Context: an optimization exercise on an open-source flow, tuned for small area, a short achievable clock period and few clock cycles per item. The choices shown serve that exercise and are no tape-out recipe.
The RTL was checked by simulation tests, not by an equivalence proof against the original design.
Power is estimated from default activity; no workload was simulated.

## run a
## hann_dft64
module hann_dft64 (
    input  wire               clk,
    input  wire               rst,
    input  wire               in_valid,
    output wire               in_ready,
    input  wire signed [15:0] in_data,
    output wire               out_valid,
    input  wire               out_ready,
    output wire signed [23:0] out_re,
    output wire signed [23:0] out_im
);
    reg  [5:0] n_in;       
    reg  [5:0] eb;         
    reg        in_ready_r;
    reg  [5:0] eb_nx;
    wire take = in_valid & in_ready_r;
    wire [5:0] n_in_nx = n_in + {5'd0, take};
    wire in_ready_nx = ~(n_in_nx[5] & n_in_nx[4]) | ((n_in_nx == 6'd63) ? (eb == 6'd33) : (eb[5] | eb[4]));
    assign in_ready = in_ready_r;
    wire [15:0] w_rom;
    wire [30:0] kw_rom;
    dft_tables u_tables (.w_addr(n_in), .w_val(w_rom), .kw_val(kw_rom));
    reg               v0;
    reg        [5:0]  n0;
    reg signed [15:0] x0;
    reg        [15:0] w0;
    reg        [30:0] k0;
    always @(posedge clk) begin
        if (rst) begin
            n_in <= 6'd0;
            v0   <= 1'b0;
            in_ready_r <= 1'b1;
        end else begin
            v0 <= take;
            n_in <= n_in_nx;
            in_ready_r <= in_ready_nx;
        end
        x0 <= in_data;
        n0 <= n_in;
        w0 <= w_rom;
        k0 <= kw_rom;
    end
    reg               v1;
    reg        [5:0]  n1;
    wire [15:0] xx0 = x0 ^ 16'h8000;
    wire [15:0] mr0 = {16{w0[0]}} & xx0;
  ...
For scale: ~18000 cells after synthesis, ~5000 flip-flops, ~70 I/O pins, ~240000 um^2 of cells after synthesis.
Settings: LEC_CHECK=0, CAP_MARGIN=20, CORE_MARGIN=2, CORE_UTILIZATION=35, PLACE_DENSITY=0.45, SLEW_MARGIN=20; clock period 12.0 ns.
standard.sh (not shown) runs the stock make flow with config.mk's settings and CLKGATE_MAP_FILE= SYNTH_SCRIPT=/design/flow/synth_recipe.tcl, a recipe that flattens the netlist after the stock synthesis.
==> flow/flow/run.sh <==
#!/bin/bash
# The standard layout (standard.sh), in two calls:
#  1. the standard synthesis, unchanged;
#  2. the rest of the ORFS flow with
#     - a larger setup margin for repair_timing, so that the optimiser also
#       works on paths that already meet the 12 ns clock,
#     - cell resizing not limited to cells of the same footprint,
#     - the slow delay buffer clkdlybuf4s50_1 not used (so the port buffers
#       that buffer_ports inserts are ordinary buffers).
# The SDC, clock period and all constraints are the standard flow's own.
set -euo pipefail
export SETUP_SLACK_MARGIN=7.5
bash standard.sh synth > flow_synth.log 2>&1
export DONT_USE_CELLS="sky130_fd_sc_hd__clkdlybuf4s50_1"
bash standard.sh MATCH_CELL_FOOTPRINT=0 finish > flow_layout.log 2>&1
Run a reached the end of the flow, and the finished layout is clean on the timing, DRC and antenna checks.
Testbench counts of run a, summed over its fixed seeds: cycles 3,536, frames 48.
Input-level comparison between run b and run a:
Settings: changing PLACE_DENSITY from 0.45 to 0.65; changing CORE_UTILIZATION from 35 to 55.
==> flow/flow/run.sh <==
#!/bin/bash
# The standard layout (standard.sh: the standard synthesis and ORFS flow,
# unchanged), with a larger setup margin for ORFS's repair_timing so that the
# optimiser also works on paths that already meet the 12 ns clock.  The SDC,
# clock period and all constraints are the standard flow's own.
set -euo pipefail
export SETUP_SLACK_MARGIN=7.5
bash standard.sh > standard_flow.log 2>&1
--- outcome ---
- Final critical path time including I/O delays and setup (higher): run b
- Relative to run a, clock network latency to the later pin of the worst-skew pair has gone down in run b.
- Against run a, maximum frequency in run b came out worse.
- In the tables for run a and run b, count of cell instances traversed by the critical path reads higher with run a.
- Diff run a -> run b: detailed route wirelength on metal2 dropped about 12%, met1 routing resource usage after global routing saw an increase.
- Between run a and run b, wire length reported by the detailed router is higher for run a, run b comes in under that.
- | maximum fanout along the worst path | run b vs run a | 10 higher |
- On synthesized cell count, run a and run b are neck and neck.

========
== exp/maple ==
hann_dft64 again, from the RTL that the note above started with.
==> flow/design.v (excerpt) <==
module hann_dft64 (
    input  wire               clk,
    input  wire               rst,
    input  wire               in_valid,
    output wire               in_ready,
    input  wire signed [15:0] in_data,
    output wire               out_valid,
    input  wire               out_ready,
    output wire signed [23:0] out_re,
    output wire signed [23:0] out_im
);
Settings: LEC_CHECK=0, CAP_MARGIN=20, CORE_MARGIN=2, CORE_UTILIZATION=35, PLACE_DENSITY=0.45, SLEW_MARGIN=20; clock period 12.0 ns.
==> flow/flow/run.sh <==
#!/bin/bash
# The standard layout (standard.sh: the standard synthesis and ORFS flow,
# unchanged), with a larger setup margin for ORFS's repair_timing so that the
# optimiser also works on paths that already meet the 12 ns clock.  The SDC,
# clock period and all constraints are the standard flow's own.
set -euo pipefail
export SETUP_SLACK_MARGIN=9
bash standard.sh > standard_flow.log 2>&1
Testbench counts of exp/maple, summed over its fixed seeds: cycles 3,536, frames 48.
The inputs of exp/lagoon differ from those of exp/maple as listed below.
==> flow/run.sh (new file) <==
#!/bin/bash
# synth_recipe.tcl (not shown) runs the flow's synth.tcl, then flattens the netlist and writes it again
# the make line also repeats each setting of config.mk as NAME=value (left out here)
make -C /OpenROAD-flow-scripts/flow DESIGN_CONFIG=/design/flow/config.mk WORK_HOME=/design/flow/orfs CLKGATE_MAP_FILE= SYNTH_SCRIPT=/design/flow/synth_recipe.tcl finish
removed: flow/flow/run.sh
removed: flow/standard.sh
- NOTE: layout buffer count excluding clock buffers in exp/lagoon falls short of that of exp/maple
- Cmp exp/lagoon and exp/maple / clock share of power / lower: exp/maple
- Number of nets in the final layout was higher in the run labelled exp/maple.
- Total number of vias ends up higher on exp/maple.
- Looking at cell count, exp/lagoon sits 734 below exp/maple.
- exp/lagoon finished all stages; the layout is clean.
- Sort exp/lagoon and exp/maple by final standard cell area without fillers desc -> top: exp/maple
- Combined flip-flop and latch cell area: exp/lagoon < exp/maple
- On data arrival time of the critical path, the higher figure sits with exp/lagoon, not exp/maple.
- Summary of the comparison: length of routed met3 wiring is higher in exp/lagoon, relative to exp/maple.
- exp/lagoon: count of TritonRoute iterations in the first routing pass higher than exp/maple
> inputs changed (exp/lagoon -> exp/amber)
==> flow/flow/run.sh (new file) <==
#!/bin/bash
# The standard layout (standard.sh: the standard synthesis and ORFS flow,
# unchanged), with a larger setup margin for ORFS's repair_timing so that the
# optimiser also works on paths that already meet the 12 ns clock.  The SDC,
# clock period and all constraints are the standard flow's own.
set -euo pipefail
export SETUP_SLACK_MARGIN=7.5
bash standard.sh > standard_flow.log 2>&1
==> flow/standard.sh (new file) <==
#!/bin/bash
# synth_recipe.tcl (not shown) runs the flow's synth.tcl, then flattens the netlist and writes it again
# the make line also repeats each setting of config.mk as NAME=value (left out here)
make -C /OpenROAD-flow-scripts/flow DESIGN_CONFIG=/design/flow/config.mk WORK_HOME=/design/flow/orfs CLKGATE_MAP_FILE= SYNTH_SCRIPT=/design/flow/synth_recipe.tcl "${@:-finish}"
removed: flow/run.sh
--- outcome ---
- For exp/amber, the timing endpoint of the critical path was cc5[20], unlike exp/lagoon, where it was tc2[21].
- Comparing exp/amber with exp/lagoon, the post-detailed-routing wire length came out essentially unchanged.
- Vias: exp/amber more than exp/lagoon
- Compared with exp/lagoon, exp/amber shows a higher count of clock-buffer cells in the layout.
- | area growth from synthesis to layout | exp/amber vs exp/lagoon | 0.58 points higher |
- Count of flip-flops and latches of exp/lagoon is on par with exp/amber.

## what the ideal ports hide
In the flow no input, the clock included, has a driving cell. The finished layouts below were timed again as built, in two steps. Step 1, drivers: a clkbuf_16 drives clk and a buf_2 each remaining input, both assumed. Step 2 adds t to the input delays and takes it off the output delays; t is the mean of the earliest and latest rising clock arrival at the registers after step 1. Input paths then give back, and output paths get back, about the clock's delay inside the block. Slacks: ideal ports / drivers / drivers and shift; pairs: ideal ports / drivers.
run | t, ns | setup WS [ns] | hold WS [ns] | worst setup path after step 2
run a | 1.211 | 7.587 / 7.488 / 6.585 | 0.314 / 0.314 / 0.314 | input to register
run b | 1.161 | 7.520 / 7.393 / 6.594 | 0.294 / 0.294 / 0.294 | input to register
exp/maple | 1.222 | 7.729 / 7.659 / 7.729 | 0.279 / 0.279 / 0.279 | register to register
exp/lagoon | 1.214 | 6.195 / 6.195 / 6.195 | 0.323 / 0.323 / 0.323 | register to register
exp/amber | 1.215 | 7.548 / 7.422 / 6.331 | 0.320 / 0.320 / 0.320 | input to register
After both steps every run listed still meets setup and hold. The setup slack of exp/amber, which loses most, moves by -0.126 ns with the drivers and by -1.217 ns with both steps.
